From an optimization exercise on the open Yosys and OpenROAD flow, aimed at small area and a short achievable clock period; shortcuts taken in it are not production practice. In this exercise RTL edits were held to simulation tests only and were not proved equivalent to the original. No activity file was given, so power comes from the tool's default toggle rates.

--- config.mk ---
export PLATFORM = sky130hd
export DESIGN_NAME = sab_unpack
export DESIGN_NICKNAME = sab_unpack
export VERILOG_FILES = /design/flow/design.v
export SDC_FILE = /design/flow/constraint.sdc
export NUM_CORES = 4
export LEC_CHECK = 0
export ABC_AREA = 1
export CAP_MARGIN = 20
export CORE_MARGIN = 2
export CORE_UTILIZATION = 40
export SLEW_MARGIN = 20
--- constraint.sdc ---
create_clock -name core_clock -period 10.5 [get_ports {clk}]
set_input_delay 2.1000 -clock core_clock [delete_from_list [all_inputs] [get_ports {clk}]]
set_output_delay 2.1000 -clock core_clock [all_outputs]
set_load 0.01 [all_outputs]
--- design.v ---
module sab_unpack (
    input  wire        clk,
    input  wire        rst,
    input  wire        in_valid,
    input  wire [31:0] in_word,
    input  wire [31:0] in_layout,
    output reg         out_valid,
    output reg         out_err,
    output reg  [4:0]  out_width,
    output wire [31:0] out_iqi,
    output wire [31:0] out_iqq,
    output wire [63:0] out_i,
    output wire [63:0] out_q
);
    reg        v0_r;
    reg        hi0_r;
    reg [31:0] word_r;
    reg [4:0]  mi, li, mq, lq;
    always @(posedge clk) begin
        if (rst)
            v0_r <= 1'b0;
        else
            v0_r <= in_valid;
        hi0_r  <= ~|{in_layout[31:29], in_layout[23:21],
                     in_layout[15:13], in_layout[7:5]};
        word_r <= in_word;
        mi     <= in_layout[28:24];
        li     <= in_layout[20:16];
        mq     <= in_layout[12:8];
        lq     <= in_layout[4:0];
    end
    wire [5:0] span_i = {1'b0, mi} - {1'b0, li};
    wire [5:0] span_q = {1'b0, mq} - {1'b0, lq};
    wire legal = hi0_r && (span_i == span_q) && !span_i[5] &&
                 (span_i[4:1] != 4'd0);
    wire [4:0] width = mi - li - 5'd1;
    function [29:0] extract;
        input [31:0] w;
        input [4:0]  m;
        input [4:0]  l;
        reg   [33:0] wx;
        reg          s;
        reg   [31:0] g;
        reg   [63:0] x;
        integer      j;
        begin
            wx = {w, 2'b00};
            s  = wx[m];
            for (j = 0; j < 32; j = j + 1)
                g[j] = (j + 2 <= m) ? w[j] : s;
            x = {{32{s}}, g} >> l;
            extract = x[29:0];
        end
    endfunction
    reg        v_r;
    reg        err_r;
    reg [4:0]  w_r;
    reg [29:0] iqi_r;
    reg [29:0] iqq_r;
    always @(posedge clk) begin
        if (rst)
            v_r <= 1'b0;
        else
            v_r <= v0_r;
        err_r     <= ~legal;
        w_r       <= width;
        iqi_r     <= extract(word_r, mi, li);
        iqq_r     <= extract(word_r, mq, lq);
    end
    function [63:0] to_f64;
        input [29:0] v;
        input [4:0]  k;    
        reg          s;
        reg   [29:0] u;
        reg   [29:0] a;
        reg   [4:0]  lz;
        reg   [29:0] n;
        reg          nz;
        reg   [4:0]  e;
        integer      b;
        begin
            s  = v[29];
            u  = v ^ {30{s}};
            a  = s ? (30'd0 - v) : v;
            nz = |v;
            lz = 5'd30;
            for (b = 0; b < 30; b = b + 1)
                if (u[b])
                    lz = 5'd29 - b[4:0];
            n  = a << lz;
            e  = n[29] ? (k - lz) : (k - lz + 5'd1);
            to_f64 = {s, 1'b0, {5{nz}}, e & {5{nz}}, n[28:0], 23'd0};
        end
    endfunction
    wire [4:0]  kw = 5'd29 - w_r;
    wire [63:0] fi = to_f64(iqi_r, kw);
    wire [63:0] fq = to_f64(iqq_r, kw);
    reg [29:0] oi_r, oq_r;
    reg [34:0] fi_r, fq_r;    
    always @(posedge clk) begin
        if (rst)
            out_valid <= 1'b0;
        else
            out_valid <= v_r;
        out_err   <= err_r;
        out_width <= w_r;
        oi_r      <= iqi_r;
        oq_r      <= iqq_r;
        fi_r      <= {fi[56:52], fi[51:23], fi[57]};
        fq_r      <= {fq[56:52], fq[51:23], fq[57]};
    end
    assign out_iqi = {oi_r[29], oi_r[29], oi_r};
    assign out_iqq = {oq_r[29], oq_r[29], oq_r};
    assign out_i   = {oi_r[29], 1'b0, {5{fi_r[0]}}, fi_r[34:1], 23'd0};
    assign out_q   = {oq_r[29], 1'b0, {5{fq_r[0]}}, fq_r[34:1], 23'd0};
endmodule
--- flow/run.sh ---
#!/bin/bash
set -euo pipefail
B="BUFFER_PORTS_ARGS=-buffer_cell sky130_fd_sc_hd__buf_1"
bash standard.sh "$B" SETUP_SLACK_MARGIN=7.5 cts > flow_make_cts.log 2>&1
bash standard.sh "$B" SETUP_SLACK_MARGIN=6.8 finish > flow_make_finish.log 2>&1
--- standard.sh ---
#!/bin/bash
# synth_recipe.tcl (not shown) runs the flow's synth.tcl, then flattens the netlist and writes it again
# the make line also repeats each setting of config.mk as NAME=value (left out here)
make -C /OpenROAD-flow-scripts/flow DESIGN_CONFIG=/design/flow/config.mk WORK_HOME=/design/flow/orfs CLKGATE_MAP_FILE= SYNTH_SCRIPT=/design/flow/synth_recipe.tcl "${@:-finish}"
==> key figures, run 1 <==
Routing
  – First-pass detailed-route iteration total: 5
  – Via density: 5.238
  – DRC: 0
  – Iter 0 DRT Violations: 1,334
  – Routed wire per std cell: 15.96 µm
  – Via count: 16,986
  – ANT nets after route: 0
  – Total wire length: 51,760 µm

Worst hold path
  – Hold Crit Class: reg -> reg
  – Worst Hold Launch: err_r$_DFF_P_
  – Min-Delay Path Depth: 0

Setup path
  – FF-to-FF setup slack: 6.60 ns
  – R2R Path Start: iqq_r[29]$_DFF_P_
  – Setup crit end: fq_r[34]$_DFF_P_
  – Peak fanout along the critical path: 26
  – Crit start category: flip-flop
  – Required @ worst endpoint: 10.95 ns
  – Critical path class: reg -> reg
  – CP max-delay cell: a21oi_4
  – CP cell instances: buf_12 -> buf_4 -> xnor2_1 -> nand2_1 -> nor3_1 -> nand2_1 -> a21oi_4 -> clkinvlp_4 -> ha_4 -> a21oi_1 -> nand2_1 -> xnor2_2 -> nor2_1 -> nand2_1 -> xor2_1 -> a21oi_1 -> nor2_1
  – Worst R2R End: fq_r[34]$_DFF_P_
  – Worst Path Arrival: 4.35 ns
  – Crit. End Element: flip-flop
  – CP dominant cell by count: nand2_1
  – Worst Setup SP: iqq_r[29]$_DFF_P_
  – Critical Path Max Stage Delay: 0.74 ns
  – R2R depth: 17

Placement
  – Final GP Congestion: 0.9493
  – Setup WS pre-CTS: 5.519 ns
  – Port Buffers: 215
  – Hpwl dp: 36,180 µm

STA
  – Max Clk Rate: 256.2 MHz
  – Setup TNS: 0 ns
  – Max_slew headroom: 35.51%
  – Fin crit share: 37.18%
  – Final Max Tran Viols: 0
  – Fin crit period: 3.904 ns
  – Final hold violation count: 0
  – # setup viols final: 0
  – RSZ-0062 raised after global routing: yes
  – Hold Slack: 0.3195 ns
  – Setup WS post-layout: 6.596 ns
  – Least-Margin Pin Slew: 0.9663 ns
  – Final Skew: 0.01453 ns

Cells and area
  – Antenna Cells: 0
  – Fill count: 3,886
  – Layout cells sized above 1: 24.57%
  – Area of the multi-input gates: 0.01131 mm²
  – Final Core Density: 52.46%
  – Final nets: 2,791
  – Register area: 0.005211 mm²
  – Area growth syn-to-layout: 30.16%

Floorplanning
  – Die area: 0.04249 mm²
  – Die W: 206.1 µm
  – Overall die height: 206.1 µm
  – Core area: 0.04055 mm²
  – Row Count: 74
  – # IOs: 266
  – Initial Util: 40.30%

Global route
  – GRT Total Usage: 23.26%
  – Gr ovfl total: 0
  – Number of global-route vias before repair: 15,761
  – Initial antenna violation count: 0
  – Largest net degree at the start of global routing: 36
  – First-pass GRT wire length: 80,430 µm

Yosys
  – Sequential area share after synthesis: 31.36%
  – EDFF count, synth: 0
  – Synth cell types: 59
  – Ys async rst share: 0%
  – Yosys reg bits: 256
  – Mean Syn Cell Area: 6.598 µm²
  – Cells after synthesis: 2,477
  – Total of warnings raised by yosys: 1
  – Ys flop type: dfxtp_1
  – Post-Syn Area: 0.01634 mm²

Clock tree
  – CTS tree: done
  – Clock sink total: 256
  – CTS H-tree depth: 1
  – Reg clk slew, reported paths: 0.07 ns
  – Clock Root Buffer: clkbuf_16
  – CTS Buffer Depth: 3
  – Worst skew pair latency: 0.56 ns
  – CTS Buf Count: 27

Run
  – Max Cap Violations: 0

Power and ir drop
  – Pwr/cell area: 241.1 mW/mm²
  – Power, Total: 5.129 mW
  – Leak: 9.545 nW
  – Maximum VDD drop: 0.1123 mV

Run status
  – Status: finished clean
-- repair_timing --
item / 4_1_cts / 5_1_grt
setup endpoints to repair: 277 / 63
hold buffers: 0 / 0
hold endpoints to repair: 0 / 0
pin swaps: 77 / 53
gates cloned: 26 / 1
resized for setup: 610 / 135
buffers inserted: 62 / 11
-- layout by cell type (no fill, tap or decap), types with 51 or more instances in the layout --
cell,Yosys,routed
nor2_1,182,167
o21ai_0,328,217
o21ai_1,35,72
o21ai_2,1,64
dfxtp_1,256,205
nand3_1,153,98
xor2_1,51,51
xnor2_1,73,64
buf_6,6,66
nand2_1,659,600
inv_1,188,173
buf_2,12,102
buf_4,69,64
buf_1,17,64
a21oi_1,96,79
-- cell usage after synthesis, types with 30 or more instances --
library cell,instances,area share [%]
o21ai_0,328,10
buf_4,69,3.2
o21ai_1,35,1.1
a21oi_1,96,2.9
nor2_1,182,4.2
clkbuf_1,87,2.0
nor3_1,30,0.92
xnor2_1,73,3.9
inv_1,188,4.3
dfxtp_1,256,31
nand3_1,153,4.7
nand2_1,659,15
xor2_1,51,2.7
-- registers in the layout, indices dropped and copies added (netlist names), 5 cells and up --
| register | count |
|---|---|
| fi_r | 35 |
| fq_r | 35 |
| iqi_r | 30 |
| iqq_r | 30 |
| oi_r | 30 |
| oq_r | 30 |
| word_r | 30 |
| li | 5 |
| lq | 5 |
| mi | 5 |
| mq | 5 |
| out_width | 5 |
| w_r | 5 |
-- worst min-delay path by stage --
stage / to / slack (ns)
after CTS: out_err$_DFF_P_ / 0.32
after floorplan: out_err$_DFF_P_ / 0.31
after detailed placement: out_err$_DFF_P_ / 0.32
final: out_err$_DFF_P_ / 0.32
after global placement: out_err$_DFF_P_ / 0.31
after global routing: out_err$_DFF_P_ / 0.33
-- metrics by stage --
stage	area, µm²	instances
after floorplan	16710	2526
after global placement	17210	3096
after detailed placement	17210	3096
after CTS	20560	3231
after global routing	21270	3243
final	21270	3243
-- per-layer routing --
metal	routed length (µm)	global-route usage, %	share of wire (%)	vias up
met5	0	0	0	-
met4	1756	7.679	3.4	0
li1	-	-	-	8529
met1	22750	30.87	44	7709
met3	2942	2.539	5.7	140
met2	24310	39.29	47	608
-- logic make-up (layout without fill, tap and decap cells) --
kind of cell	count (synthesis)	after routing	share of synthesized area, %
buffers and inverters	390	561	10.98
other	1	50	0.02295
DFF	256	256	31.36
AOI/OAI and AO/OA	571	571	19.26
muxes	26	26	1.592
adders and majority gates	31	31	2.603
and+or+nand+nor	1077	1091	27.44
xor gates and xnor gates	125	125	6.745
-- area by class of cell --
cell class | instances | area share (%)
multi-input combinational | 1894 | 53.18
sequential | 256 | 24.50
clock inverter | 12 | 0.6587
tap | 532 | 3.129
timing repair inverter | 4 | 0.1059
inverter | 198 | 3.788
timing repair buffer | 312 | 11.19
clock buffer | 35 | 3.458
-- worst max-delay path, delay by kind of cell (launching register included) --
kind | cells | cell delay (ns)
compound gates | 3 | 1.03
simple gates | 7 | 0.81
buf+inv | 3 | 0.67
xor+xnor | 3 | 0.56
flops | 1 | 0.38
fa+ha+maj | 1 | 0.32
-- power by group --
| group | switching [mW] | internal (mW) |
|---|---|---|
| Combinational | 1.65 | 1.17 |
| Sequential | 0.157 | 1.21 |
| Clock | 0.394 | 0.547 |
| Total | 2.20 | 2.93 |
==> run 2, diff against run 1 <==
==> flow/run.sh (replaced) <==
#!/bin/bash
set -euo pipefail
B="BUFFER_PORTS_ARGS=-buffer_cell sky130_fd_sc_hd__buf_1"
bash standard.sh "$B" SETUP_SLACK_MARGIN=7 cts > flow_make_cts.log 2>&1
bash standard.sh "$B" SETUP_SLACK_MARGIN=6.5 finish > flow_make_finish.log 2>&1
==> run 2 against run 1 <==
  * Critical path type unchanged
  * Total power down 15%
  * Combinational power fell by 26%
  * Register-to-register slack better by 0.08 ns
  * Core utilization fell by 6.2 points
  * Largest cell class unchanged
  * Final area fell by 12%
  * First-iteration DRC count shrank 15%
  * Still clean on timing, DRC and antenna
  * Critical path depth grew 18
  * Clock power barely moved
  * Sequential power hardly changed
  * Largest power group unchanged
==> key figures, run 2 <==
Placement
  – Post-Place Cell Area: 0.01713 mm²
  – Placed insts: 3,095
  – Hpwl dp: 36,740 µm
  – Final GP Congestion: 0.9265
  – Port Buffers: 215

Cells and area
  – Regs by FF count: fi_r (35), fq_r (35)
  – Area growth syn-to-layout: 14.80%
  – Fill count: 4,272
  – Final nets: 2,726
  – Finished Layout Cells: 3,178
  – Final Instance Area: 0.01876 mm²
  – Antenna Cells: 0
  – Final Core Density: 46.26%
  – Commonest non-fill, non-tap cell in the layout: nand2_1
  – Most frequent cells in the layout: nand2_1 (653), o21ai_0 (316), dfxtp_1 (251)
  – Layout cells sized above 1: 7.181%

STA
  – RSZ-0062 raised after global routing: yes
  – Fin crit period: 3.824 ns
  – Final Skew: 0.01991 ns
  – Final hold violation count: 0
  – Fin crit share: 36.42%
  – Final Max Tran Viols: 0
  – # setup viols final: 0
  – Max Clk Rate: 261.5 MHz
  – Max_slew headroom: 42.46%
  – Setup TNS: 0 ns
  – Least-Margin Pin Slew: 0.8620 ns

Clock tree
  – Clock sink total: 256
  – Worst skew pair latency: 0.55 ns
  – Reg clk slew, reported paths: 0.06 ns
  – CTS tree: done
  – Clock Root Buffer: clkbuf_16
  – CTS Buf Count: 26
  – CTS H-tree depth: 1
  – CTS Buffer Depth: 3

Power and ir drop
  – Power, Total: 4.384 mW
  – Pwr/cell area: 233.7 mW/mm²
  – Maximum VDD drop: 0.1428 mV
  – Internal power: 2.524 mW
  – Sw Ratio: 42.42%
  – Leak: 8.287 nW
  – Combinational power share: 47.6%
  – Clock share of power: 21.4%
  – Sequential power share: 31.0%
  – Switching power: 1.860 mW

Yosys
  – Total of warnings raised by yosys: 1
  – Largest area contributor in the netlist: dfxtp_1
  – Count leader, synth: nand2_1
  – Ys async rst share: 0%
  – Post-synth top cells: nand2_1 (659), o21ai_0 (328), dfxtp_1 (256), inv_1 (188), nor2_1 (182)
  – Synth top area share: 31.36%
  – Ys flop type: dfxtp_1
  – Synth cell types: 59
  – Sequential area share after synthesis: 31.36%
  – Dominant cells by area after synthesis: dfxtp_1 (31%), nand2_1 (15%), o21ai_0 (10%)
  – Post-Syn Area: 0.01634 mm²
  – EDFF count, synth: 0
  – Cells after synthesis: 2,477
  – Mean Syn Cell Area: 6.598 µm²
  – Yosys reg bits: 256

Worst hold path
  – Hold Crit Class: reg -> reg
  – Min-Delay Path Depth: 0
  – Hold Path Sink: out_err$_DFF_P_
  – Worst Hold Launch: err_r$_DFF_P_

Setup path
  – R2R depth: 35
  – Worst Path Arrival: 4.30 ns
  – Critical path class: reg -> reg
  – CP max-delay cell: dfxtp_4
  – CP bufs+invs: 4
  – Crit-path leading delay family: simple AND/OR/NAND/NOR gates
  – R2R Path Start: iqi_r[29]$_DFF_P_
  – Peak fanout along the critical path: 6
  – Crit start category: flip-flop
  – Critical Path Max Stage Delay: 0.38 ns
  – Worst R2R End: fi_r[34]$_DFF_P_
  – Required @ worst endpoint: 10.97 ns
  – Crit. End Element: flip-flop
  – FF-to-FF setup slack: 6.68 ns
  – CP dominant cell by count: nand2_1

Routing
  – Via count: 16,238
  – Met2 wire length: 22,180 µm
  – Met1 Wirelength: 22,570 µm
  – Iter 0 DRT Violations: 1,139
  – ANT nets after route: 0
  – WL met3: 2753 µm
  – Highest metal used: met4
  – First-pass detailed-route iteration total: 7
  – Total wire length: 48,780 µm
  – Routed wire per std cell: 15.35 µm
  – Via density: 5.110
  – DRC: 0

Global route
  – First-pass GRT wire length: 76,730 µm
  – GRT Total Usage: 22.26%
  – Largest net degree at the start of global routing: 36
  – Gr ovfl total: 0
  – Initial antenna violation count: 0
  – Number of global-route vias before repair: 14,868

Floorplanning
  – # IOs: 266
  – Core area: 0.04055 mm²
  – Initial Util: 40.30%
  – Overall die height: 206.1 µm
  – Die W: 206.1 µm
  – Die area: 0.04249 mm²
  – Row Count: 74

Run status
  – Status: finished clean

Run
  – Max Cap Violations: 0
run 2: logic make-up after synthesis:
group,share of synthesized area [%]
XOR/XNOR,6.745
AND/OR/NAND/NOR,27.44
other,0.02295
adder cells (fa/ha/maj),2.603
AO/OA/AOI/OAI,19.26
multiplexers,1.592
flip-flops,31.36
buffers and inverters,10.98
run 2: final cells by class:
| class | instances | area, µm² | area share (%) |
|---|---|---|---|
| Clock buffer | 35 | 755.7 | 4.028 |
| Clock inverter | 11 | 125.1 | 0.6669 |
| Inverter | 198 | 773.2 | 4.121 |
| Multi-Input combinational cell | 1886 | 9996 | 53.28 |
| Sequential cell | 256 | 5139 | 27.39 |
| Tap cell | 532 | 665.6 | 3.548 |
| Timing Repair Buffer | 258 | 1297 | 6.916 |
| Timing Repair inverter | 2 | 10.01 | 0.05335 |
run 2: worst max-delay path by stage:
stage | depth (start not counted) | slack, ns | to | startpoint
floorplan | 37 | 6.98 | fq_r[34]$_DFF_P_ | iqq_r[29]$_DFF_P_
finish | 35 | 6.68 | fi_r[34]$_DFF_P_ | iqi_r[29]$_DFF_P_
detailed placement | 21 | 5.51 | fq_r[34]$_DFF_P_ | iqq_r[29]$_DFF_P_
CTS | 41 | 6.69 | fi_r[34]$_DFF_P_ | iqi_r[29]$_DFF_P_
global placement | 21 | 5.53 | fq_r[31]$_DFF_P_ | iqq_r[29]$_DFF_P_
global route | 39 | 6.24 | fi_r[34]$_DFF_P_ | iqi_r[29]$_DFF_P_
run 2: metrics by stage:
| step | setup WS (ns) | hold WS (ns) |
|---|---|---|
| 2_1_floorplan | 6.976 | 0.3096 |
| 3_3_place_gp | 5.534 | 0.3199 |
| 3_5_place_dp | 5.510 | 0.3121 |
| 4_1_cts | 6.685 | 0.3269 |
| 5_1_grt | 6.241 | 0.3313 |
| 6_report | 6.676 | 0.3271 |
run 2: timing repair:
| action | CTS | global route |
|---|---|---|
| pin swaps | 11 | 11 |
| endpoints found under the setup margin | 124 | 23 |
| buffers inserted | 18 | 6 |
| hold endpoints to repair | 0 | 0 |
| hold buffers | 0 | 0 |
| resized for setup | 74 | 23 |
| cloned | 12 | 1 |
run 2: power groups by stage:
stage	combinational (mW)	sequential, mW	clock, mW
finish	2.09	1.36	0.940
global route	2.36	1.38	1.00
CTS	2.02	1.36	0.967
detailed placement	1.88	1.38	0
global placement	1.86	1.37	0
floorplan	1.40	1.41	0
run 2: per-layer routing:
| layer | vias to the layer above | global-route usage (%) |
|---|---|---|
| met5 | - | 0 |
| met4 | 0 | 6.811 |
| met3 | 87 | 2.412 |
| met2 | 507 | 36.80 |
| met1 | 7296 | 30.43 |
| li1 | 8348 | - |
==> run 3, diff against run 2 <==
==> flow/run.sh (replaced) <==
#!/bin/bash
# The standard layout, with plain buf_1 cells as the port buffers (instead of
# the default pick) so the I/O paths and the port-buffer area stay small.
# Timing repair is aimed 7 ns below the clock period up to clock tree
# synthesis. After global routing, whose estimate runs pessimistic against
# the final extraction, it is aimed 5 ns below, so it adds little there.
set -euo pipefail
B="BUFFER_PORTS_ARGS=-buffer_cell sky130_fd_sc_hd__buf_1"
bash standard.sh "$B" SETUP_SLACK_MARGIN=7 cts > flow_make_cts.log 2>&1
bash standard.sh "$B" SETUP_SLACK_MARGIN=5 finish > flow_make_finish.log 2>&1
==> run 3 against run 2 <==
  * Synthesized cell count is the same
  * Worst setup slack gained 0.017 ns
  * Via count shrank 0.22%
  * Sequential share of layout area grew 0.20 points
  * Clock power is essentially flat
  * Sequential power is essentially flat
  * Non-clock buffer count shrank 6
  * Flip-flop and latch count is the same
  * Wire length shrank 0.65%
  * Maximum frequency grew 0.45%
==> key figures, run 3 <==
Clock tree
  – CTS H-tree depth: 1
  – Worst skew pair latency: 0.55 ns
  – CTS tree: done
  – CTS Buf Count: 26
  – Clock Root Buffer: clkbuf_16
  – Reg clk slew, reported paths: 0.06 ns
  – Clock sink total: 256
  – CTS Buffer Depth: 3

Yosys
  – Ys flop type: dfxtp_1
  – Post-synth top cells: nand2_1 (659), o21ai_0 (328), dfxtp_1 (256), inv_1 (188), nor2_1 (182)
  – Cells after synthesis: 2,477
  – Largest area contributor in the netlist: dfxtp_1
  – Yosys reg bits: 256
  – Post-Syn Area: 0.01634 mm²
  – Synth cell types: 59
  – Dominant cells by area after synthesis: dfxtp_1 (31%), nand2_1 (15%), o21ai_0 (10%)
  – Count leader, synth: nand2_1
  – EDFF count, synth: 0
  – Total of warnings raised by yosys: 1
  – Sequential area share after synthesis: 31.36%
  – Mean Syn Cell Area: 6.598 µm²
  – Synth top area share: 31.36%
  – Ys async rst share: 0%

Placement
  – Port Buffers: 215
  – Final GP Congestion: 0.9265
  – Hpwl dp: 36,740 µm

Cells and area
  – Area growth syn-to-layout: 13.95%
  – Regs by FF count: fi_r (35), fq_r (35)
  – Commonest non-fill, non-tap cell in the layout: nand2_1
  – Layout cells sized above 1: 6.518%
  – Antenna Cells: 0
  – Final nets: 2,719
  – Most frequent cells in the layout: nand2_1 (655), o21ai_0 (318), dfxtp_1 (251)

STA
  – Fin crit period: 3.807 ns
  – # setup viols final: 0
  – Setup TNS: 0 ns
  – Max Clk Rate: 262.7 MHz
  – Final hold violation count: 0
  – RSZ-0062 raised after global routing: no
  – Final Skew: 0.02198 ns
  – Fin crit share: 36.26%
  – Least-Margin Pin Slew: 0.8553 ns
  – Max_slew headroom: 42.91%
  – Final Max Tran Viols: 0

Setup path
  – Critical Path Max Stage Delay: 0.37 ns
  – Worst Setup SP: iqi_r[29]$_DFF_P_
  – CP max-delay cell: dfxtp_4
  – Required @ worst endpoint: 10.97 ns
  – Crit. End Element: flip-flop
  – Worst Path Arrival: 4.28 ns
  – Crit start category: flip-flop
  – R2R depth: 41
  – Critical path class: reg -> reg
  – CP dominant cell by count: nand2_1
  – Peak fanout along the critical path: 11
  – R2R Path Start: iqi_r[29]$_DFF_P_

Routing
  – Via density: 5.110
  – Via count: 16,203
  – Iter 0 DRT Violations: 1,173
  – First-pass detailed-route iteration total: 5
  – DRC: 0
  – Routed wire per std cell: 15.28 µm
  – Total wire length: 48,460 µm
  – ANT nets after route: 0

Global route
  – First-pass GRT wire length: 76,730 µm
  – Number of global-route vias before repair: 14,868
  – Initial antenna violation count: 0
  – Largest net degree at the start of global routing: 36
  – Gr ovfl total: 0
  – GRT Total Usage: 22.26%

Worst hold path
  – Worst Hold Launch: err_r$_DFF_P_
  – Hold Crit Class: reg -> reg
  – Min-Delay Path Depth: 0

Floorplanning
  – Row Count: 74
  – # IOs: 266
  – Overall die height: 206.1 µm
  – Die W: 206.1 µm
  – Die area: 0.04249 mm²
  – Core area: 0.04055 mm²
  – Initial Util: 40.30%

Power and ir drop
  – Pwr/cell area: 232.8 mW/mm²
  – Power, Total: 4.335 mW
  – Leak: 8.229 nW
  – Maximum VDD drop: 0.1427 mV

Run
  – Max Cap Violations: 0

Run status
  – Status: finished clean
## run 3: path summary, 6_finish.rpt
| kind | to | slack, ns |
|---|---|---|
| worst max register to register | fi_r[34]$_DFF_P_ | 6.69 |
| worst min register to register | out_err$_DFF_P_ | 0.33 |
| worst min-delay path | out_err$_DFF_P_ | 0.33 |
| worst max-delay path | fi_r[34]$_DFF_P_ | 6.69 |
## run 3: layout make-up
| class | instances | area (µm²) |
|---|---|---|
| fillers | 4275 | 21930 |
| multi-input cells | 1885 | 9920 |
| flip-flops and latches | 256 | 5139 |
| repair buffers | 252 | 1237 |
| inverters | 198 | 770.7 |
| clock buffers | 35 | 755.7 |
| well taps | 532 | 665.6 |
| clock inverters | 11 | 125.1 |
| repair inverters | 2 | 10.01 |
## run 3: through the flow
stage | std cells | utilization (%) | setup slack, ns | cell area [µm²] | hold WS [ns]
2_1_floorplan | 2526 | - | 6.976 | 16630 | 0.3096
3_3_place_gp | 3095 | 42.23 | 5.534 | 17130 | 0.3199
3_5_place_dp | 3095 | 42.23 | 5.510 | 17130 | 0.3121
4_1_cts | 3171 | 45.92 | 6.685 | 18620 | 0.3269
5_1_grt | 3171 | 45.92 | 6.213 | 18620 | 0.3313
6_report | 3171 | 45.92 | 6.693 | 18620 | 0.3271
## run 3: worst max-delay path: cells and delay by family (launching register included)
| kind | cells | cell delay (ns) |
|---|---|---|
| DFF | 1 | 0.37 |
| and+or+nand+nor | 31 | 1.81 |
| buffers and inverters | 3 | 0.27 |
| AOI/OAI and AO/OA | 2 | 0.21 |
| xor gates and xnor gates | 3 | 0.58 |
| adders and majority gates | 2 | 0.51 |
## run 3: per-layer routing
layer / share of wire [%] / global-route usage, %
met5: 0 / 0
met4: 2.7 / 6.811
met1: 47 / 30.43
met2: 45 / 36.80
met3: 5.4 / 2.412
## run 3: timing repair
item / 4_1_cts / 5_1_grt
buffers inserted: 18 / 0
hold buffers: 0 / 0
setup endpoints to repair: 124 / 0
endpoints found under the hold margin: 0 / 0
gates resized for setup: 74 / 0
## run 3: cells by family after synthesis
family          after synthesis  share of synthesized area [%]
compound gates              571                          19.26
xor+xnor                    125                          6.745
fa+ha+maj                    31                          2.603
buf+inv                     390                          10.98
flops                       256                          31.36
mux                          26                          1.592
other cells                   1                        0.02295
simple gates               1077                          27.44
## run 3: power breakdown
part / internal, mW / switching (mW)
clock: 0.554 / 0.385
sequential: 1.20 / 0.153
combinational: 0.738 / 1.30
total: 2.50 / 1.84
==> run 4, diff against run 3 <==
--- a/design.v
+++ b/design.v
@@ -67,26 +67,57 @@
         iqi_r     <= extract(word_r, mi, li);
         iqq_r     <= extract(word_r, mq, lq);
     end
+    function [5:0] lzc32;    
+        input [31:0] x;
+        reg   [15:0] v1, c1;
+        reg   [7:0]  v2;
+        reg   [15:0] c2;
+        reg   [3:0]  v3;
+        reg   [11:0] c3;
+        reg   [1:0]  v4;
+        reg   [7:0]  c4;
+        integer      i;
+        begin
+            for (i = 0; i < 16; i = i + 1) begin
+                v1[i] = x[2*i+1] | x[2*i];
+                c1[i] = ~x[2*i+1];
+            end
+            for (i = 0; i < 8; i = i + 1) begin
+                v2[i] = v1[2*i+1] | v1[2*i];
+                c2[2*i +: 2] = v1[2*i+1] ? {1'b0, c1[2*i+1]} : {1'b1, c1[2*i]};
+            end
+            for (i = 0; i < 4; i = i + 1) begin
+                v3[i] = v2[2*i+1] | v2[2*i];
+                c3[3*i +: 3] = v2[2*i+1] ? {1'b0, c2[2*(2*i+1) +: 2]}
+                                         : {1'b1, c2[2*(2*i) +: 2]};
+            end
+            for (i = 0; i < 2; i = i + 1) begin
+                v4[i] = v3[2*i+1] | v3[2*i];
+                c4[4*i +: 4] = v3[2*i+1] ? {1'b0, c3[3*(2*i+1) +: 3]}
+                                         : {1'b1, c3[3*(2*i) +: 3]};
+            end
+            lzc32 = {~(v4[1] | v4[0]),
+                     v4[1] ? {1'b0, c4[7:4]} : {1'b1, c4[3:0]}};
+        end
+    endfunction
     function [63:0] to_f64;
         input [29:0] v;
         input [4:0]  k;    
         reg          s;
         reg   [29:0] u;
         reg   [29:0] a;
+        reg   [5:0]  z;
         reg   [4:0]  lz;
         reg   [29:0] n;
         reg          nz;
         reg   [4:0]  e;
-        integer      b;
         begin
             s  = v[29];
             u  = v ^ {30{s}};
             a  = s ? (30'd0 - v) : v;
             nz = |v;
-            lz = 5'd30;
-            for (b = 0; b < 30; b = b + 1)
-                if (u[b])
-                    lz = 5'd29 - b[4:0];
+            z  = lzc32({u, 2'b11});    
+            lz = z[4:0];
             n  = a << lz;
             e  = n[29] ? (k - lz) : (k - lz + 5'd1);
             to_f64 = {s, 1'b0, {5{nz}}, e & {5{nz}}, n[28:0], 23'd0};
==> flow/run.sh (replaced) <==
#!/bin/bash
set -euo pipefail
B="BUFFER_PORTS_ARGS=-buffer_cell sky130_fd_sc_hd__buf_1"
bash standard.sh "$B" SETUP_SLACK_MARGIN=7.5 cts > flow_make_cts.log 2>&1
bash standard.sh "$B" SETUP_SLACK_MARGIN=5 finish > flow_make_finish.log 2>&1
--- a/config.mk
+++ b/config.mk
@@ -10,3 +10,4 @@
 export CORE_MARGIN = 2
 export CORE_UTILIZATION = 40
 export SLEW_MARGIN = 20
+export TNS_END_PERCENT = 0
==> run 4 against run 3 <==
  * Non-clock buffer count up 9
  * Die area rose by 11%
  * Critical path depth shrank 24
  * Still clean
  * Global-route usage is 3.5 points higher
  * Register-to-register slack gained 0.58 ns
  * Clock power rose by 12%
  * Combinational power up 2%
  * Worst setup slack gained 0.58 ns
  * Wire length is 28% higher
  * Final area is 11% higher
  * First-iteration DRC count grew 26%
==> key figures, run 4 <==
Run status
  – Status: finished clean

Global route
  – Grt peak-use layer: met2
  – Initial antenna violation count: 1
  – Grt met3 use: 3.201%
  – Gr ovfl total: 0
  – GRT met2 Usage: 43.27%
  – Number of global-route vias before repair: 18,271
  – First-pass GRT wire length: 98,490 µm
  – GR Util met1: 34.84%
  – Largest net degree at the start of global routing: 42
  – GRT Total Usage: 25.77%

Yosys
  – Mean Syn Cell Area: 6.096 µm²
  – Cells after synthesis: 2,978
  – Yosys reg bits: 256
  – Post-Syn Area: 0.01815 mm²
  – Ys flop type: dfxtp_1
  – Total of warnings raised by yosys: 1
  – Dominant cells by area after synthesis: dfxtp_1 (28%), nand2_1 (20%), nand3_1 (17%)
  – Count leader, synth: nand2_1
  – Sequential area share after synthesis: 28.23%
  – EDFF count, synth: 0
  – Synth cell types: 55
  – Ys async rst share: 0%
  – Post-synth top cells: nand2_1 (971), nand3_1 (622), dfxtp_1 (256), inv_1 (231), nor2_1 (204)
  – Largest area contributor in the netlist: dfxtp_1
  – Synth top area share: 28.23%

Power and ir drop
  – Pwr/cell area: 217.5 mW/mm²
  – Maximum VDD drop: 0.1366 mV
  – Leak: 10.27 nW

Clock tree
  – CTS Buffer Depth: 3
  – Cts hold-fix bufs: 0
  – Worst skew pair latency: 0.57 ns
  – Reg clk slew, reported paths: 0.06 ns
  – Clock sink total: 256
  – CTS tree: done
  – CTS Buf Count: 28
  – Clock Root Buffer: clkbuf_16
  – CTS H-tree depth: 1

Placement
  – Hpwl dp: 46,390 µm
  – Final GP Congestion: 0.9533
  – Port Buffers: 215
  – Setup WS pre-CTS: 5.728 ns

Setup path
  – Required @ worst endpoint: 10.93 ns
  – Critical path class: reg -> reg
  – Crit start category: flip-flop
  – Crit. End Element: flip-flop
  – Peak fanout along the critical path: 25
  – Worst Path Arrival: 3.66 ns

Routing
  – Via density: 5.247
  – Via count: 19,691
  – DRC: 0
  – First-pass detailed-route iteration total: 6
  – ANT nets after route: 0
  – Iter 0 DRT Violations: 1,473
  – Total wire length: 62,030 µm
  – Routed wire per std cell: 16.53 µm

Floorplanning
  – Row Count: 78
  – # IOs: 266
  – Overall die height: 217.0 µm
  – Initial Util: 40.27%
  – Core area: 0.04509 mm²
  – Die W: 217.0 µm
  – Die area: 0.04711 mm²

Worst hold path
  – Hold Crit Class: reg -> reg

STA
  – # setup viols final: 0
  – Final hold violation count: 0
  – Least-Margin Pin Slew: 1.051 ns
  – Setup TNS: 0 ns
  – Fin crit share: 30.75%
  – Final Max Tran Viols: 0
  – Max_slew headroom: 29.85%
  – Fin crit period: 3.228 ns
  – RSZ-0062 raised after global routing: no
  – Hold Slack: 0.3317 ns
  – Setup WS post-layout: 7.272 ns
  – Final Skew: 0.007365 ns
  – Max Clk Rate: 309.8 MHz

Cells and area
  – Area growth syn-to-layout: 13.74%
  – Final Core Density: 45.80%
  – Fill count: 4,889
  – Layout cells sized above 1: 8.505%
  – Most frequent cells in the layout: nand2_1 (966), nand3_1 (616), dfxtp_1 (234)
  – Regs by FF count: fi_r (35), fq_r (35)
  – Area of the multi-input gates: 0.01143 mm²
  – Final nets: 3,228
  – Commonest non-fill, non-tap cell in the layout: nand2_1
  – Register area: 0.005162 mm²

Run
  – Max Cap Violations: 0
## run 4: cell count changes after synthesis, sizes merged, moves of 29 or more
| cell | change |
|---|---|
| inv | +48 |
| buf | +29 |
| nor2 | +35 |
| a21oi | -40 |
| nand2 | +331 |
| xnor2 | -57 |
| nand3 | +472 |
| o21ai | -231 |
## run 4: metal layers
| layer | share of wire (%) | up-vias |
|---|---|---|
| met2 | 47 | 677 |
| met3 | 6.4 | 93 |
| met5 | 0 | - |
| li1 | - | 9944 |
| met4 | 2.4 | 0 |
| met1 | 45 | 8977 |
## run 4: final timing paths
path            startpoint           endpoint  slack [ns]  depth (start not counted)
max          mq[0]$_DFF_P_  iqq_r[24]$_DFF_P_        7.27                         17
min          err_r$_DFF_P_    out_err$_DFF_P_        0.33                          0
max reg2reg  mq[0]$_DFF_P_  iqq_r[24]$_DFF_P_        7.27                         17
min reg2reg  err_r$_DFF_P_    out_err$_DFF_P_        0.33                          0
## run 4: kinds of logic (layout without fill, tap and decap cells)
logic type | count (synthesis) | count (layout) | synth area share (%)
AO/OA/AOI/OAI | 258 | 258 | 8.112
XOR/XNOR | 62 | 62 | 3.032
adder cells (fa/ha/maj) | 31 | 31 | 2.261
buffers and inverters | 435 | 553 | 11.37
flip-flops | 256 | 256 | 28.23
multiplexers | 2 | 2 | 0.1103
other | 1 | 52 | 0.02066
AND/OR/NAND/NOR | 1933 | 1939 | 46.86
## run 4: area by class of cell
| class | count | share of cell area, % |
|---|---|---|
| timing repair buffer | 261 | 6.617 |
| timing repair inverter | 3 | 0.08483 |
| multi-input combinational | 2342 | 55.33 |
| sequential | 256 | 25.00 |
| antenna | 2 | 0.02424 |
| tap | 600 | 3.635 |
| clock buffer | 31 | 3.599 |
| inverter | 238 | 4.484 |
| clock inverter | 20 | 1.224 |
## run 4: stage by stage
stage / area [µm²] / instances / power, mW
after global routing: 20640 / 3751 / 4.854
after detailed placement: 18920 / 3661 / 3.339
final: 20650 / 3753 / 4.492
after global placement: 18920 / 3661 / 3.311
after floorplan: 18440 / 3027 / 2.857
after CTS: 20640 / 3751 / 4.506
## run 4: power breakdown
part	internal (mW)	switching, mW
Clock	0.635	0.418
Combinational	0.702	1.38
Sequential	1.20	0.158
## run 4: worst max-delay path, stage by stage, from the launching register on
cell and delay, ns:
dfxtp_1 0.60, inv_2 0.22, nand2_1 0.23, inv_2 0.11, nand2_1 0.07, nand2_1 0.06
nand2_1 0.06, nand3_1 0.08, nor2_1 0.38, nand2_4 0.28, nand2_1 0.22, inv_1 0.13
nand2_1 0.13, nand3_1 0.11, nand3_1 0.14, nand2_1 0.10, nand2_1 0.09, nand2_1 0.07
## run 4: timing repair
action	CTS	global route
buffers inserted	25	0
resized for setup	115	0
endpoints found under the setup margin	276	0
==> run 5, diff against run 4 <==
==> flow/run.sh (replaced) <==
#!/bin/bash
set -euo pipefail
B="BUFFER_PORTS_ARGS=-buffer_cell sky130_fd_sc_hd__buf_1"
bash standard.sh "$B" SETUP_SLACK_MARGIN=7.5 cts > flow_make_cts.log 2>&1
bash standard.sh "$B" SETUP_SLACK_MARGIN=7.5 finish > flow_make_finish.log 2>&1
==> run 5 against run 4 <==
  * Sequential share of layout area shrank 0.78 points
  * Via count grew 1.6%
  * Synthesized cell count did not move
  * Core utilization is 1.5 points higher
  * Critical path type is now reg -> out
  * Critical endpoint is now out_iqq[16]
  * Largest cell class unchanged
  * Largest power group unchanged
==> key figures, run 5 <==
Clock tree
  – Clock sink total: 256
  – CTS Buf Count: 28
  – CTS H-tree depth: 1
  – Worst skew pair latency: 0.57 ns
  – CTS tree: done
  – CTS Buffer Depth: 3
  – Clock Root Buffer: clkbuf_16
  – Reg clk slew, reported paths: 0.06 ns

Cells and area
  – Regs by FF count: fi_r (35), fq_r (35)
  – Final Instance Area: 0.02135 mm²
  – Layout cells sized above 1: 11.08%
  – Commonest non-fill, non-tap cell in the layout: nand2_1
  – Area growth syn-to-layout: 17.58%
  – Final nets: 3,264
  – Most frequent cells in the layout: nand2_1 (953), nand3_1 (606), dfxtp_1 (231)

Setup path
  – Worst Path Arrival: 1.06 ns
  – Crit start category: flip-flop
  – FF-to-FF setup slack: 7.40 ns
  – Crit. End Element: output port
  – CP bufs+invs: 1
  – R2R Path Start: iqq_r[29]$_DFF_P_
  – Crit-path leading delay family: flip-flops
  – Worst R2R End: fq_r[34]$_DFF_P_
  – Peak fanout along the critical path: 1
  – R2R depth: 23
  – CP max-delay cell: dfxtp_1
  – Setup crit end: out_iqq[16]
  – Critical Path Max Stage Delay: 0.34 ns
  – CP Depth: 1
  – Worst Setup SP: oq_r[16]$_DFF_P_
  – CP cell instances: buf_1
  – Critical path class: reg -> out
  – Required @ worst endpoint: 8.40 ns

Power and ir drop
  – Combinational power share: 47.9%
  – Switching power: 2.019 mW
  – Sequential power share: 29.3%
  – Sw Ratio: 43.55%
  – Power, Total: 4.636 mW
  – Maximum VDD drop: 0.1367 mV
  – Clock share of power: 22.7%
  – Pwr/cell area: 217.2 mW/mm²
  – Leak: 10.56 nW
  – Internal power: 2.617 mW

Global route
  – Largest net degree at the start of global routing: 42
  – Number of global-route vias before repair: 18,271
  – Initial antenna violation count: 1
  – First-pass GRT wire length: 98,490 µm
  – Gr ovfl total: 0
  – GRT Total Usage: 25.77%

Yosys
  – Cells after synthesis: 2,978
  – Sequential area share after synthesis: 28.23%
  – Synth top area share: 28.23%
  – Post-Syn Area: 0.01815 mm²
  – Post-synth top cells: nand2_1 (971), nand3_1 (622), dfxtp_1 (256), inv_1 (231), nor2_1 (204)
  – Ys async rst share: 0%
  – Total of warnings raised by yosys: 1
  – Yosys reg bits: 256
  – EDFF count, synth: 0
  – Ys flop type: dfxtp_1
  – Count leader, synth: nand2_1
  – Largest area contributor in the netlist: dfxtp_1
  – Dominant cells by area after synthesis: dfxtp_1 (28%), nand2_1 (20%), nand3_1 (17%)
  – Mean Syn Cell Area: 6.096 µm²
  – Synth cell types: 55

Floorplanning
  – # IOs: 266
  – Initial Util: 40.27%
  – Overall die height: 217.0 µm
  – Die area: 0.04711 mm²
  – Core area: 0.04509 mm²
  – Die W: 217.0 µm
  – Row Count: 78

Routing
  – ANT nets after route: 0
  – Via density: 5.282
  – Total wire length: 63,340 µm
  – Via count: 20,013
  – First-pass detailed-route iteration total: 5
  – Iter 0 DRT Violations: 1,571
  – DRC: 0
  – Routed wire per std cell: 16.72 µm

Worst hold path
  – Hold Crit Class: reg -> reg

STA
  – # setup viols final: 0
  – Final Max Tran Viols: 0
  – Final hold violation count: 0
  – Fin crit share: 30.11%
  – Fin crit period: 3.161 ns
  – Max_slew headroom: 29.63%
  – Final Skew: 0.007490 ns
  – RSZ-0062 raised after global routing: yes
  – Setup TNS: 0 ns
  – Least-Margin Pin Slew: 1.054 ns
  – Max Clk Rate: 316.3 MHz

Placement
  – Final GP Congestion: 0.9533
  – Port Buffers: 215
  – Hpwl dp: 46,390 µm
  – Post-Place Cell Area: 0.01892 mm²

Run
  – Max Cap Violations: 0

Run status
  – Status: finished clean
run 5: changes by cell type in the layout (fill, tap and decap cells not counted), moves of 5 or more:
cell	previous run	this run
buf_2	37	32
buf_4	35	60
buf_6	6	15
nand2_1	966	953
nand2_2	22	30
nand2_4	13	18
nand3_1	616	606
nand3_2	10	15
nand3_4	6	11
nor2_1	200	190
nor2_4	6	12
o21ai_0	81	76
run 5: how the worst min path moves through the flow:
stage	from	end	slack (ns)	depth (start not counted)
floorplan	err_r$_DFF_P_	out_err$_DFF_P_	0.31	0
global placement	err_r$_DFF_P_	out_err$_DFF_P_	0.32	0
detailed placement	err_r$_DFF_P_	out_err$_DFF_P_	0.32	0
CTS	err_r$_DFF_P_	out_err$_DFF_P_	0.32	0
global route	err_r$_DFF_P_	out_err$_DFF_P_	0.33	0
finish	err_r$_DFF_P_	out_err$_DFF_P_	0.33	0
run 5: cells by family (layout without fill, tap and decap cells):
kind of cell    after synthesis  count (layout)  synth area share, %
flops                       256             256                28.23
buf+inv                     435             587                11.37
other cells                   1              52              0.02066
compound gates              258             258                8.112
fa+ha+maj                    31              31                2.261
mux                           2               2               0.1103
xor+xnor                     62              62                3.032
simple gates               1933            1941                46.86
run 5: metal layers:
layer	share of wire (%)	GRT usage, %	vias up
li1	-	-	10017
met1	44	34.84	9175
met2	47	43.27	718
met3	6.6	3.201	103
met4	2.6	6.849	0
met5	0	0	-
run 5: area by class of cell:
class / count / area [µm²]
timing repair buffer: 295 / 1739
fill: 4824 / 23740
multi-input combinational: 2344 / 11730
antenna: 2 / 5.005
timing repair inverter: 3 / 17.52
sequential: 256 / 5171
inverter: 238 / 935.9
tap: 600 / 750.7
clock buffer: 31 / 743.2
clock inverter: 20 / 252.7
run 5: through the flow:
stage,hold WS (ns),util (%),std cells,setup slack [ns]
global route,0.3331,47.33,3787,7.263
detailed placement,0.3227,41.97,3661,5.728
CTS,0.3171,45.79,3751,7.317
finish,0.3339,47.34,3789,7.339
floorplan,0.3096,-,3027,7.480
global placement,0.3167,41.97,3661,5.815
run 5: power groups by stage:
| stage | combinational, mW | sequential [mW] | clock (mW) |
|---|---|---|---|
| 6_report | 2.22 | 1.36 | 1.05 |
| 3_3_place_gp | 1.93 | 1.38 | 0 |
| 4_1_cts | 2.06 | 1.36 | 1.08 |
| 5_1_grt | 2.49 | 1.38 | 1.12 |
| 3_5_place_dp | 1.96 | 1.38 | 0 |
| 2_1_floorplan | 1.46 | 1.40 | 0 |
run 5: what timing repair did:
item | CTS | global route
gates resized for setup | 115 | 98
cloned | 14 | 5
setup buffers | 25 | 31
endpoints found under the setup margin | 276 | 270
pin swaps | 14 | 27
hold buffers | 0 | 0
==> run 6, diff against run 5 <==
--- a/design.v
+++ b/design.v
@@ -16,6 +16,8 @@
     reg        hi0_r;
     reg [31:0] word_r;
     reg [4:0]  mi, li, mq, lq;
+    reg        si, sq;    
+    wire [33:0] wx_in = {in_word, 2'b00};
     always @(posedge clk) begin
         if (rst)
             v0_r <= 1'b0;
@@ -28,6 +30,8 @@
         li     <= in_layout[20:16];
         mq     <= in_layout[12:8];
         lq     <= in_layout[4:0];
+        si     <= wx_in[in_layout[28:24]];
+        sq     <= wx_in[in_layout[12:8]];
     end
     wire [5:0] span_i = {1'b0, mi} - {1'b0, li};
     wire [5:0] span_q = {1'b0, mq} - {1'b0, lq};
@@ -38,14 +42,11 @@
         input [31:0] w;
         input [4:0]  m;
         input [4:0]  l;
-        reg   [33:0] wx;
-        reg          s;
+        input        s;
         reg   [31:0] g;
         reg   [63:0] x;
         integer      j;
         begin
-            wx = {w, 2'b00};
-            s  = wx[m];
             for (j = 0; j < 32; j = j + 1)
                 g[j] = (j + 2 <= m) ? w[j] : s;
             x = {{32{s}}, g} >> l;
@@ -64,8 +65,8 @@
             v_r <= v0_r;
         err_r     <= ~legal;
         w_r       <= width;
-        iqi_r     <= extract(word_r, mi, li);
-        iqq_r     <= extract(word_r, mq, lq);
+        iqi_r     <= extract(word_r, mi, li, si);
+        iqq_r     <= extract(word_r, mq, lq, sq);
     end
     function [5:0] lzc32;    
         input [31:0] x;
--- a/config.mk
+++ b/config.mk
@@ -8,6 +8,6 @@
 export ABC_AREA = 1
 export CAP_MARGIN = 20
 export CORE_MARGIN = 2
-export CORE_UTILIZATION = 40
+export CORE_UTILIZATION = 60
 export SLEW_MARGIN = 20
 export TNS_END_PERCENT = 0
==> run 6 against run 5 <==
  * Still clean on timing, DRC and antenna
  * Area after synthesis down 3.0%
  * Core utilization up 24 points
  * Sequential power about the same
  * Critical path type unchanged
  * Largest cell class unchanged
==> key figures, run 6 <==
Run status
  – Status: finished clean

STA
  – Fin crit period: 3.176 ns
  – Max_slew headroom: 37.89%
  – Final Max Tran Viols: 0
  – Least-Margin Pin Slew: 0.9304 ns
  – Final Skew: 0.01397 ns
  – RSZ-0062 raised after global routing: yes
  – Final hold violation count: 0
  – Setup TNS: 0 ns
  – Max Clk Rate: 314.9 MHz
  – # setup viols final: 0
  – Fin crit share: 30.25%

Global route
  – Gr ovfl total: 0
  – First-pass GRT wire length: 84,430 µm
  – Grt met3 use: 3.203%
  – Largest net degree at the start of global routing: 43
  – GR Util met1: 43.95%
  – Grt peak-use layer: met2
  – Initial antenna violation count: 0
  – GRT met2 Usage: 56.27%
  – Number of global-route vias before repair: 16,731
  – GRT Total Usage: 33.40%

Run
  – Max Cap Violations: 0

Cells and area
  – Finished Layout Cells: 3,424
  – Area growth syn-to-layout: 16.17%
  – Most frequent cells in the layout: nand2_1 (832), o21ai_0 (323), nand3_1 (236)
  – Regs by FF count: fi_r (35), fq_r (35)
  – Final nets: 3,119
  – Fill count: 2,524
  – Layout cells sized above 1: 11.22%
  – Final Core Density: 71.07%
  – Antenna Cells: 0
  – Register area: 0.005202 mm²
  – Commonest non-fill, non-tap cell in the layout: nand2_1
  – Area of the multi-input gates: 0.01109 mm²

Routing
  – Via count: 19,618
  – Iter 0 DRT Violations: 2,196
  – Routed wire per std cell: 16.15 µm
  – ANT nets after route: 0
  – Via density: 5.730
  – Total wire length: 55,310 µm
  – DRC: 0
  – First-pass detailed-route iteration total: 9

Yosys
  – Ys async rst share: 0%
  – Synth top area share: 29.33%
  – Ys flop type: dfxtp_1
  – Dominant cells by area after synthesis: dfxtp_1 (29%), nand2_1 (18%), o21ai_0 (9.4%)
  – Mean Syn Cell Area: 6.228 µm²
  – Yosys reg bits: 258
  – Post-Syn Area: 0.01761 mm²
  – EDFF count, synth: 0
  – Post-synth top cells: nand2_1 (853), o21ai_0 (332), dfxtp_1 (258), nand3_1 (248), nor2_1 (238)
  – Synth cell types: 58
  – Largest area contributor in the netlist: dfxtp_1
  – Cells after synthesis: 2,827
  – Total of warnings raised by yosys: 1
  – Count leader, synth: nand2_1
  – Sequential area share after synthesis: 29.33%

Power and ir drop
  – Pwr/cell area: 220.5 mW/mm²
  – Power, Total: 4.510 mW
  – Leak: 9.576 nW
  – Maximum VDD drop: 0.1630 mV

Setup path
  – R2R depth: 18
  – Critical path class: reg -> out
  – Peak fanout along the critical path: 1
  – Crit. End Element: output port
  – Crit start category: flip-flop
  – CP bufs+invs: 1
  – Worst Path Arrival: 1.08 ns
  – Critical Path Max Stage Delay: 0.36 ns
  – CP cell instances: buf_2
  – Worst R2R End: fi_r[26]$_DFF_P_
  – FF-to-FF setup slack: 7.39 ns
  – Worst Setup SP: oi_r[2]$_DFF_P_
  – Crit-path leading delay family: flip-flops
  – CP max-delay cell: dfxtp_1
  – R2R Path Start: iqi_r[29]$_DFF_P_
  – Required @ worst endpoint: 8.40 ns

Floorplanning
  – # IOs: 266
  – Core area: 0.02878 mm²
  – Die area: 0.03073 mm²
  – Overall die height: 175.3 µm
  – Initial Util: 61.18%
  – Die W: 175.3 µm
  – Row Count: 62

Worst hold path
  – Min-Delay Path Depth: 0
  – Hold Path Sink: out_err$_DFF_P_
  – Worst Hold Launch: err_r$_DFF_P_
  – Hold Crit Class: reg -> reg

Clock tree
  – Clock Root Buffer: clkbuf_16
  – Worst skew pair latency: 0.56 ns
  – Cts hold-fix bufs: 0
  – Reg clk slew, reported paths: 0.07 ns
  – CTS Buf Count: 27
  – CTS H-tree depth: 1
  – Clock sink total: 258
  – CTS tree: done
  – CTS Buffer Depth: 3

Placement
  – Placed insts: 3,288
  – Final GP Congestion: 0.9980
  – Port Buffers: 215
  – Hpwl dp: 40,110 µm
## run 6: metrics by stage
step / setup slack [ns] / instance area [µm²] / hold slack, ns
finish: 7.324 / 20450 / 0.3375
detailed placement: 5.562 / 18050 / 0.3220
global route: 7.142 / 20450 / 0.3449
global placement: 5.637 / 18050 / 0.3134
floorplan: 7.486 / 17860 / 0.3096
CTS: 7.300 / 19560 / 0.3363
## run 6: area by class of cell
| class | count | area share [%] |
|---|---|---|
| inverter | 231 | 4.600 |
| tap | 384 | 2.349 |
| sequential | 258 | 25.44 |
| clock buffer | 35 | 3.695 |
| clock inverter | 13 | 0.7708 |
| multi-input combinational | 2196 | 54.21 |
| timing repair buffer | 303 | 8.797 |
| timing repair inverter | 4 | 0.1468 |
## run 6: power breakdown
| group | switching, mW | internal, mW | leakage, nW |
|---|---|---|---|
| Combinational | 1.41 | 0.771 | 6.95 |
| Sequential | 0.151 | 1.21 | 2.17 |
| Clock | 0.406 | 0.564 | 0.450 |
| Total | 1.96 | 2.55 | 9.58 |
## run 6: cell families (layout without fill, tap and decap cells)
group           count (synthesis)  count (layout)  synth area share, %
buf+inv                       429             586                11.46
compound gates                585             587                18.09
xor+xnor                       57              57                2.835
flops                         258             258                29.33
other cells                     1              50              0.02130
simple gates                 1450            1455                35.03
fa+ha+maj                      31              31                2.331
mux                            16              16               0.9096
## run 6: metal layers
metal	up-vias	part of all wire, %
li1	9589	-
met1	8751	41
met2	1095	46
met3	183	8.4
met4	0	4.7
met5	-	0
## run 6: how the worst max path moves through the flow
stage | end | slack [ns] | depth (start not counted)
floorplan | fi_r[34]$_DFF_P_ | 7.49 | 25
global placement | fi_r[30]$_DFF_P_ | 5.64 | 18
detailed placement | fi_r[32]$_DFF_P_ | 5.56 | 18
CTS | out_iqi[6] | 7.30 | 1
global route | fi_r[28]$_DFF_P_ | 7.14 | 21
finish | out_iqi[2] | 7.32 | 1
## run 6: repair_timing
item / in CTS / in global routing
endpoints found under the setup margin: 222 / 262
pin swaps: 15 / 41
gates resized for setup: 60 / 143
setup buffers: 19 / 50
gates cloned: 13 / 6
==> run 7, diff against run 6 <==
==> flow/run.sh (replaced) <==
#!/bin/bash
set -euo pipefail
S="$PWD/orfs_scripts"
rm -rf "$S"
cp -r "$FLOW_HOME/scripts" "$S"
cp flow/abc_area.script "$S/abc_area.script"
B="BUFFER_PORTS_ARGS=-buffer_cell sky130_fd_sc_hd__buf_1"
bash standard.sh "$B" SCRIPTS_DIR="$S" synth > flow_make_synth.log 2>&1
bash standard.sh "$B" SETUP_SLACK_MARGIN=7.5 cts > flow_make_cts.log 2>&1
bash standard.sh "$B" SETUP_SLACK_MARGIN=7.5 finish > flow_make_finish.log 2>&1
==> flow/abc_area.script (new file) <==
strash
dch
map -B 0.9
strash
dch
map -B 0.9
topo
stime -c
buffer -c
upsize -c
dnsize -c
==> run 7 against run 6 <==
  * Still clean
  * Wire length decreased by 3.3%
  * Maximum frequency increased by 0.91%
  * Clock power fell by 5.6%
  * Total power shrank 5.3%
  * Flip-flop and latch count unchanged
  * Largest cell class unchanged
  * Highest routed layer unchanged
==> key figures, run 7 <==
STA
  – Max_slew headroom: 36.90%
  – Final Max Tran Viols: 0
  – Final Skew: 0.01280 ns
  – Hold Slack: 0.3355 ns
  – Fin crit period: 3.147 ns
  – # setup viols final: 0
  – RSZ-0062 raised after global routing: yes
  – Least-Margin Pin Slew: 0.9452 ns
  – Max Clk Rate: 317.7 MHz
  – Setup TNS: 0 ns
  – Fin crit share: 29.97%
  – Setup WS post-layout: 7.353 ns
  – Final hold violation count: 0

Yosys
  – Synth top area share: 29.98%
  – Ys flop type: dfxtp_1
  – Post-synth top cells: nand2_1 (828), o21ai_0 (354), dfxtp_1 (258), nand3_1 (255), nor2_1 (220)
  – Ys async rst share: 0%
  – Mean Syn Cell Area: 6.239 µm²
  – Largest area contributor in the netlist: dfxtp_1
  – EDFF count, synth: 0
  – Yosys reg bits: 258
  – Sequential area share after synthesis: 29.98%
  – Dominant cells by area after synthesis: dfxtp_1 (30%), nand2_1 (18%), o21ai_0 (10%)
  – Total of warnings raised by yosys: 1
  – Synth cell types: 51
  – Post-Syn Area: 0.01723 mm²
  – Count leader, synth: nand2_1
  – Cells after synthesis: 2,761

Floorplanning
  – Overall die height: 173.4 µm
  – Initial Util: 60.51%
  – Die area: 0.03008 mm²
  – Core area: 0.02847 mm²
  – Row Count: 62
  – # IOs: 266
  – Die W: 173.4 µm

Power and ir drop
  – Internal power: 2.400 mW
  – Leak: 9.218 nW
  – Maximum VDD drop: 0.1235 mV
  – Sw Ratio: 43.82%
  – Switching power: 1.872 mW
  – Pwr/cell area: 219.0 mW/mm²
  – Combinational power share: 46.6%
  – Clock share of power: 21.4%
  – Sequential power share: 31.9%

Global route
  – Largest net degree at the start of global routing: 43
  – Gr ovfl total: 0
  – First-pass GRT wire length: 83,070 µm
  – Initial antenna violation count: 1
  – GRT Total Usage: 33.52%
  – Number of global-route vias before repair: 16,170

Setup path
  – CP cell instances: buf_2
  – Required @ worst endpoint: 8.40 ns
  – CP bufs+invs: 1
  – R2R depth: 19
  – CP Depth: 1
  – Crit. End Element: output port
  – Critical Path Max Stage Delay: 0.35 ns
  – Worst Path Arrival: 1.05 ns
  – Peak fanout along the critical path: 4
  – FF-to-FF setup slack: 7.51 ns
  – Critical path class: reg -> out
  – CP max-delay cell: dfxtp_2
  – Crit start category: flip-flop
  – Crit-path leading delay family: flip-flops

Clock tree
  – Clock Root Buffer: clkbuf_16
  – CTS tree: done
  – CTS Buf Count: 27
  – CTS H-tree depth: 1
  – Cts hold-fix bufs: 0
  – Worst skew pair latency: 0.55 ns
  – Reg clk slew, reported paths: 0.07 ns
  – Clock sink total: 258
  – CTS Buffer Depth: 3

Routing
  – Via density: 5.625
  – Iter 0 DRT Violations: 2,032
  – Via count: 18,771
  – ANT nets after route: 0
  – Met2 wire length: 24,300 µm
  – Routed wire per std cell: 16.03 µm
  – Highest metal used: met4
  – DRC: 0
  – First-pass detailed-route iteration total: 9
  – Total wire length: 53,490 µm
  – WL met3: 4427 µm
  – Met1 Wirelength: 22,890 µm

Cells and area
  – Regs by FF count: fi_r (35), fq_r (35)
  – Antenna Cells: 0
  – Finished Layout Cells: 3,337
  – Layout cells sized above 1: 9.143%
  – Most frequent cells in the layout: nand2_1 (817), o21ai_0 (349), nand3_1 (252)
  – Area growth syn-to-layout: 13.26%
  – Commonest non-fill, non-tap cell in the layout: nand2_1
  – Fill count: 2,596
  – Final nets: 3,032

Placement
  – Placed insts: 3,225
  – Hpwl dp: 38,850 µm
  – Setup WS pre-CTS: 5.572 ns
  – Final GP Congestion: 0.9927
  – Port Buffers: 215

Run status
  – Status: finished clean

Worst hold path
  – Hold Crit Class: reg -> reg
  – Min-Delay Path Depth: 0

Run
  – Max Cap Violations: 0
[run 7: timing repair]
action / 4_1_cts / 5_1_grt
gates resized for setup: 76 / 58
endpoints found under the hold margin: 0 / 0
cloned: 7 / 2
endpoints found under the setup margin: 233 / 261
pin swaps: 11 / 21
setup buffers: 18 / 37
[run 7: per-stage QoR]
stage               utilization (%)  instance area (µm²)  power, mW
finish                        68.53                19510      4.273
global route                  68.53                19510      4.577
CTS                           66.81                19020      4.143
detailed placement            62.32                17740      3.163
global placement              62.32                17740      3.132
floorplan                         -                17510      2.749
[run 7: power groups by stage]
stage,combinational [mW],clock (mW),sequential [mW]
floorplan,1.34,0,1.41
global placement,1.75,0,1.38
detailed placement,1.77,0,1.39
CTS,1.86,0.924,1.36
global route,2.23,0.966,1.38
finish,1.99,0.916,1.36
[run 7: path summary, 6_finish.rpt]
check,startpoint,endpoint
max,oq_r[29]$_DFF_P_,out_iqq[29]
min reg2reg,err_r$_DFF_P_,out_err$_DFF_P_
max reg2reg,iqq_r[29]$_DFF_P_,fq_r[34]$_DFF_P_
min,err_r$_DFF_P_,out_err$_DFF_P_
[run 7: layer usage]
| layer | vias to the layer above | global-route usage, % |
|---|---|---|
| met1 | 8335 | 45.52 |
| met2 | 988 | 55.08 |
| li1 | 9316 | - |
| met5 | - | 0 |
| met3 | 132 | 4.342 |
| met4 | 0 | 11.41 |
[run 7: logic make-up (layout without fill, tap and decap cells)]
kind of cell | count (synthesis) | after routing | share of synthesized area (%)
other | 1 | 50 | 0.02177
muxes | 26 | 26 | 1.511
adders and majority gates | 31 | 31 | 2.382
buffers and inverters | 413 | 551 | 11.11
DFF | 258 | 258 | 29.98
xor gates and xnor gates | 62 | 62 | 3.152
and+or+nand+nor | 1386 | 1391 | 33.65
AOI/OAI and AO/OA | 584 | 584 | 18.19
[run 7: final cells by class]
cell class / count / area, µm² / share of cell area (%)
Clock buffer: 33 / 738.2 / 3.784
Clock inverter: 15 / 112.6 / 0.5771
Inverter: 220 / 847.1 / 4.341
Multi-Input combinational cell: 2144 / 10670 / 54.69
Sequential cell: 258 / 5196 / 26.63
Tap cell: 384 / 480.5 / 2.462
Timing Repair Buffer: 281 / 1456 / 7.464
Timing Repair inverter: 2 / 10.01 / 0.05130
==> run 8, diff against run 7 <==
--- a/config.mk
+++ b/config.mk
@@ -9,5 +9,7 @@
 export CAP_MARGIN = 20
 export CORE_MARGIN = 2
 export CORE_UTILIZATION = 60
+export CTS_CLUSTER_DIAMETER = 80
+export CTS_CLUSTER_SIZE = 40
 export SLEW_MARGIN = 20
 export TNS_END_PERCENT = 0
==> run 8 against run 7 <==
  * Still clean on timing, DRC and antenna
  * Register-to-register slack lost 0.02 ns
  * Clock power shrank 23%
  * Critical path depth is the same
  * Sequential share of layout area grew 0.32 points
  * Worst hold slack gained 0.0087 ns
  * Flip-flop and latch count is the same
  * Core utilization shrank 0.70 points
  * Final area shrank 1.0%
  * Critical path type unchanged
  * Highest routed layer unchanged
==> key figures, run 8 <==
STA
  – Final Skew: 0.02231 ns
  – Final Max Tran Viols: 0
  – Setup WS post-layout: 7.327 ns
  – Final hold violation count: 0
  – Max_slew headroom: 37.03%
  – Max Clk Rate: 315.1 MHz
  – # setup viols final: 0
  – Setup TNS: 0 ns
  – Fin crit share: 30.22%
  – RSZ-0062 raised after global routing: yes
  – Least-Margin Pin Slew: 0.9433 ns
  – Fin crit period: 3.173 ns
  – Hold Slack: 0.3443 ns

Clock tree
  – CTS tree: done
  – Clock sink total: 258
  – CTS H-tree depth: 1
  – Reg clk slew, reported paths: 0.11 ns
  – CTS Buffer Depth: 3
  – CTS Buf Count: 15
  – Worst skew pair latency: 0.52 ns
  – Clock Root Buffer: clkbuf_16
  – Cts hold-fix bufs: 0

Power and ir drop
  – Switching power: 1.854 mW
  – Pwr/cell area: 211.1 mW/mm²
  – Maximum VDD drop: 0.1796 mV
  – Leak: 9.090 nW
  – Internal power: 2.222 mW
  – Clock share of power: 17.3%
  – Sw Ratio: 45.49%
  – Combinational power share: 49.3%
  – Sequential power share: 33.4%

Yosys
  – Ys async rst share: 0%
  – Dominant cells by area after synthesis: dfxtp_1 (30%), nand2_1 (18%), o21ai_0 (10%)
  – Ys flop type: dfxtp_1
  – Mean Syn Cell Area: 6.239 µm²
  – EDFF count, synth: 0
  – Yosys reg bits: 258
  – Sequential area share after synthesis: 29.98%
  – Total of warnings raised by yosys: 1
  – Count leader, synth: nand2_1
  – Post-synth top cells: nand2_1 (828), o21ai_0 (354), dfxtp_1 (258), nand3_1 (255), nor2_1 (220)
  – Post-Syn Area: 0.01723 mm²
  – Synth cell types: 51
  – Cells after synthesis: 2,761
  – Largest area contributor in the netlist: dfxtp_1
  – Synth top area share: 29.98%

Placement
  – Setup WS pre-CTS: 5.572 ns
  – Post-Place Cell Area: 0.01774 mm²
  – Port Buffers: 215
  – Final GP Congestion: 0.9927
  – Hpwl dp: 38,850 µm

Setup path
  – Crit start category: flip-flop
  – Critical Path Max Stage Delay: 0.35 ns
  – CP bufs+invs: 1
  – Worst R2R End: fi_r[32]$_DFF_P_
  – Crit. End Element: output port
  – Worst Path Arrival: 1.07 ns
  – Crit-path leading delay family: flip-flops
  – R2R Path Start: iqi_r[29]$_DFF_P_
  – FF-to-FF setup slack: 7.49 ns
  – Required @ worst endpoint: 8.40 ns
  – Critical path class: reg -> out
  – R2R depth: 20
  – CP max-delay cell: dfxtp_1
  – CP cell instances: buf_1
  – Peak fanout along the critical path: 1

Worst hold path
  – Min-Delay Path Depth: 0
  – Hold Crit Class: reg -> reg
  – Hold Path Sink: out_err$_DFF_P_
  – Worst Hold Launch: err_r$_DFF_P_

Routing
  – WL met3: 4426 µm
  – Via density: 5.624
  – Met2 wire length: 24,060 µm
  – ANT nets after route: 0
  – Iter 0 DRT Violations: 1,962
  – Total wire length: 52,890 µm
  – Highest metal used: met4
  – First-pass detailed-route iteration total: 6
  – DRC: 0
  – Routed wire per std cell: 15.98 µm
  – Via count: 18,609
  – Met1 Wirelength: 22,680 µm

Global route
  – GRT Total Usage: 33.04%
  – Largest net degree at the start of global routing: 43
  – First-pass GRT wire length: 82,080 µm
  – Initial antenna violation count: 0
  – Number of global-route vias before repair: 15,953
  – Gr ovfl total: 0

Floorplanning
  – # IOs: 266
  – Die area: 0.03008 mm²
  – Core area: 0.02847 mm²
  – Overall die height: 173.4 µm
  – Initial Util: 60.51%
  – Row Count: 62
  – Die W: 173.4 µm

Cells and area
  – Area growth syn-to-layout: 12.11%
  – Fill count: 2,629
  – Layout cells sized above 1: 9.162%
  – Final nets: 3,015
  – Most frequent cells in the layout: nand2_1 (815), o21ai_0 (347), nand3_1 (251)
  – Final Instance Area: 0.01931 mm²
  – Regs by FF count: fi_r (35), fq_r (35)
  – Antenna Cells: 0
  – Commonest non-fill, non-tap cell in the layout: nand2_1

Run status
  – Status: finished clean

Run
  – Max Cap Violations: 0
-- run 8: cell types whose count changed in the layout (fill, tap and decap cells not counted), moves of 5 or more --
| cell | previous run | this run |
|---|---|---|
| buf_1 | 177 | 172 |
| dfxtp_1 | 237 | 232 |
| clkbuf_16 | 28 | 16 |
| buf_4 | 54 | 48 |
-- run 8: layout make-up --
| class | instances | area [µm²] | share of cell area (%) |
|---|---|---|---|
| Clock buffer | 15 | 375.4 | 1.944 |
| Clock inverter | 10 | 188.9 | 0.9783 |
| Inverter | 220 | 852.1 | 4.412 |
| Multi-Input combinational cell | 2145 | 10760 | 55.70 |
| Sequential cell | 258 | 5205 | 26.95 |
| Tap cell | 384 | 480.5 | 2.488 |
| Timing Repair Buffer | 275 | 1443 | 7.470 |
| Timing Repair inverter | 2 | 10.01 | 0.05183 |
-- run 8: per-stage QoR --
step	cells	power [mW]	utilization, %
after CTS	3284	3.942	66.13
after detailed placement	3225	3.163	62.32
after floorplan	2810	2.749	-
after global placement	3225	3.132	62.32
final	3309	4.077	67.83
after global routing	3309	4.379	67.83
-- run 8: repair_timing --
action / CTS / global route
endpoints found under the setup margin: 232 / 268
gates resized for setup: 91 / 82
setup buffers: 27 / 22
gates cloned: 7 / 3
endpoints found under the hold margin: 0 / 0
pin swaps: 14 / 21
-- run 8: worst max-delay path by stage --
stage	start	endpoint	cells past startpoint
finish	oq_r[6]$_DFF_P_	out_iqq[6]	1
global route	oq_r[6]$_DFF_P_	out_iqq[6]	1
CTS	fq_r[0]$_DFF_P_	out_q[61]	1
detailed placement	iqq_r[29]$_DFF_P_	fq_r[34]$_DFF_P_	22
global placement	iqq_r[29]$_DFF_P_	fq_r[34]$_DFF_P_	22
floorplan	in_layout[8]	sq$_DFF_P_	8
-- run 8: power by group through the flow --
stage               registers, mW  logic, mW  clock network, mW
floorplan                    1.41       1.34                  0
global placement             1.38       1.75                  0
detailed placement           1.39       1.77                  0
CTS                          1.36       1.87              0.713
global route                 1.38       2.25              0.751
finish                       1.36       2.01              0.703
-- run 8: logic make-up after synthesis --
logic type	after synthesis	synth area share (%)
compound gates	584	18.19
xor+xnor	62	3.152
fa+ha+maj	31	2.382
buf+inv	413	11.11
flops	258	29.98
mux	26	1.511
other cells	1	0.02177
simple gates	1386	33.65
-- run 8: per-layer routing --
layer	track usage, %	up-vias
met3	4.079	122
met5	0	-
met2	54.08	942
met4	10.45	0
met1	45.49	8278
li1	-	9267
